Source: an optimization exercise on an open RTL-to-GDS flow (aim: small area). Production flows keep margins and buffers that such runs may drop.
RTL that was checked went through simulation tests only; none was proved equivalent to the original.
Power is estimated from default activity; no workload was simulated.

the baseline:
## spe
module spe (
    input  wire         clk,
    input  wire         rst,             
    input  wire         cfg_variant,     
    input  wire [7:0]   cfg_devid,
    input  wire [7:0]   cfg_nch,
    input  wire         cmd_valid,
    output wire         cmd_ready,
    input  wire [31:0]  cmd_head,        
    input  wire [119:0] cmd_ops,         
    output wire         tx_valid,
    input  wire         tx_ready,
    output wire [7:0]   tx_data,
    output wire         tx_last,
    input  wire         tx_ans_valid,
    input  wire         tx_ans_err,
    output wire         rx_req,
    output wire [1:0]   rx_req_n,
    input  wire         rx_ans_valid,
    input  wire [1:0]   rx_ans_code,     
    input  wire [7:0]   rx_ans_count,
    input  wire [23:0]  rx_ans_data,     
    output wire [3:0]   status,
    output wire [15:0]  rval,
    output wire [7:0]   rb0,
    output wire [7:0]   rb1,
    output wire [15:0]  roff,
    output wire [7:0]   rwid,
    output wire         hit,
    output wire         moving,
    output wire [8:0]   errknown,
    output wire [6:0]   errunrec,
    output wire [4:0]   txlen,
    input  wire [4:0]   txbuf_addr,
    output wire [7:0]   txbuf_rdata,
    output wire [1:0]   rxlen,
    output wire [23:0]  rxbuf
);
Size in the first run: roughly 250 flip-flops, ~350 I/O pins, ~12000 sq um of cells after synthesis.
export LEC_CHECK = 0
export CAP_MARGIN = 20
export CORE_MARGIN = 2
export CORE_UTILIZATION = 65
export SLEW_MARGIN = 20
create_clock -name core_clock -period 10.0 [get_ports {clk}]
standard.sh (not shown) runs the stock make flow with config.mk's settings and CLKGATE_MAP_FILE= SYNTH_SCRIPT=/design/flow/synth_recipe.tcl, a recipe that flattens the netlist after the stock synthesis.
==> flow/flow/run.sh <==
#!/bin/bash
# The standard layout (bash standard.sh) with two changes:
#  - port buffers use the smallest buffer cell instead of the default choice
#  - the clock tree uses clkbuf_8 buffers, clusters of at most 16 sinks, and no dummy loads
# ORFS writes each step's full log under orfs/logs; make's output goes to standard.log.
export BUFFER_PORTS_ARGS="-buffer_cell sky130_fd_sc_hd__buf_1"
export CTS_ARGS="-sink_clustering_enable -repair_clock_nets -dont_use_dummy_load -buf_list sky130_fd_sc_hd__clkbuf_8 -sink_clustering_size 16 -sink_clustering_max_diameter 60"
bash standard.sh > standard.log 2>&1
## Diff of input files: the candidate against the baseline
Settings: ABC_AREA newly set to 1.
## What came out
Via count of the first global-routing pass for the candidate: 160 up relative to the baseline
Summary — wire length of the first global-routing pass, the candidate relative to the baseline: higher, by about 0.55%.
Compare the candidate and the baseline | synthesized cell count lower: the baseline
Compared with the baseline, in the candidate met1 usage moved up, wire length moved up, total power moved down, worst hold slack moved up.
No run of this note included a check of the RTL's function; only the layout flow was run.

spe, a different RTL version from the one above (not shown whole).
Size in the first run: about 1000 cells after synthesis, about 250 flip-flops, roughly 350 I/O pins.
clock: 10.0 ns
lec_check: 0
cap_margin: 5
core_margin: 2
core_utilization: 65
slew_margin: 5
==> flow/flow/run.sh <==
#!/bin/bash
# Layout flow: the standard layout (standard.sh) with these changes:
#  - port buffers use the smallest buffer cell (buf_1);
#  - the clock tree uses clkbuf_8 buffers, clusters of at most 16 sinks, and
#    no dummy loads.
# Each tool's full log stays under orfs/logs (and orfs_std/logs); make's output
# goes to std_synth.log, synth.log and standard.log.
set -euo pipefail
W=$PWD
export BUFFER_PORTS_ARGS="-buffer_cell sky130_fd_sc_hd__buf_1"
export CTS_ARGS="-sink_clustering_enable -repair_clock_nets -dont_use_dummy_load -buf_list sky130_fd_sc_hd__clkbuf_8 -sink_clustering_size 16 -sink_clustering_max_diameter 60"

# standard synthesis, for the register comparison only
make -C "$FLOW_HOME" DESIGN_CONFIG="$W/config.mk" WORK_HOME="$W/orfs_std" CLKGATE_MAP_FILE= \
  SYNTH_SCRIPT="$W/synth_recipe.tcl" synth > std_synth.log 2>&1

# our synthesis into the layout's work folder; standard.sh then continues from it
make -C "$FLOW_HOME" DESIGN_CONFIG="$W/config.mk" WORK_HOME="$W/orfs" CLKGATE_MAP_FILE= \
  ADDER_MAP_FILE= SYNTH_SCRIPT="$W/flow/synth.tcl" synth > synth.log 2>&1

regs() { grep -oE 'sky130_fd_sc_hd__[a-z]*df[a-z]*_[0-9]+ +\\?[^ ]+' "$1" | sed -E 's/_[0-9]+ +/ /' | sort; }
R=results/$FLOW_PLATFORM/spe/base/1_2_yosys.v
if ! diff <(regs "orfs_std/$R") <(regs "orfs/$R") > regs_diff.log; then
  echo "register mismatch with the standard synthesis, see regs_diff.log" >&2
  exit 1
fi

bash standard.sh > standard.log 2>&1
==> flow/flow/abc_area.script <==
strash
ifraig
dc2
dch -f
amap
mfs2
strash
dch -f
amap
mfs2
strash
dch -f
amap
topo
stime -c
==> flow/flow/synth.tcl <==
# The standard flow's synthesis script (synth_recipe.tcl) with one change: ABC maps the
# combinational logic with the area-oriented script abc_area.script beside this
# file instead of ORFS's script. Flip-flop mapping (dfflibmap, before ABC) and
# register names are untouched.
set abc_area_script [file join [file dirname [file normalize [info script]]] abc_area.script]
proc synth {args} { yosys synth -nofsm -noshare {*}$args }
proc abc {args} {
  global abc_area_script
  set i [lsearch $args -script]
  if { $i >= 0 } { lset args [expr {$i + 1}] $abc_area_script }
  yosys abc {*}$args
}
source $::env(SCRIPTS_DIR)/synth.tcl
# left out here: clear keep_hierarchy, flatten, clean up, hide names made inside functions, write 1_2_yosys.v
Then changed:
--- a/flow/flow/run.sh
+++ b/flow/flow/run.sh
@@ -3,0 +4 @@
+#  - the constant-0 outputs share one tie cell (no repair_tie_fanout);
@@ -10,0 +12 @@
+export SKIP_REPAIR_TIE_FANOUT=1
--- a/flow/config.mk
+++ b/flow/config.mk
@@ -10,0 +11 @@
+export PLACE_DENSITY = 0.9
=> Die area does not change. Setup slack gets worse by 0.38 ns. First-iteration DRC count grows by about 70%. Count of clock-buffer cells in the layout does not change. Sequential share of layout area is higher by 0.33 points. Global-route usage came out higher by 2.1 points. Non-clock buffer count came out lower by 3. Wire length climbs by about 5.5%. Sequential power stays flat. Register-to-register slack gets worse by 0.04 ns.

## port drivers added, routing unchanged
In the flow no input, the clock included, has a driving cell. The finished layouts below were timed again as built, in two steps. Step 1: set_driving_cell puts a clkbuf_16 on clk and a buf_2 on each other input, an assumption about the parent block. Step 2 adds t to the input delays and takes it off the output delays; t is the mean of the earliest and latest rising clock arrival at the registers after step 1. Input paths then give back, and output paths get back, about the clock's delay inside the block. Three values: ideal, step 1, step 2; two values: the first two.
run | shift t [ns] | setup slack, ns | clock arrival spread, ns
the baseline | 0.569 | 2.389 / 2.393 / 1.824 | 0.031 / 0.031
the candidate | 0.558 | 2.408 / 2.423 / 1.865 | 0.042 / 0.042
the first run of note 2 | 0.570 | 2.743 / 2.683 / 2.683 | 0.029 / 0.029
the second run of note 2 | 0.551 | 2.365 / 2.307 / 2.307 | 0.033 / 0.033
After both steps setup and hold are still met in every run listed. The setup slack of the baseline, which loses most, moves by +0.004 ns with the drivers and by -0.565 ns with both steps.
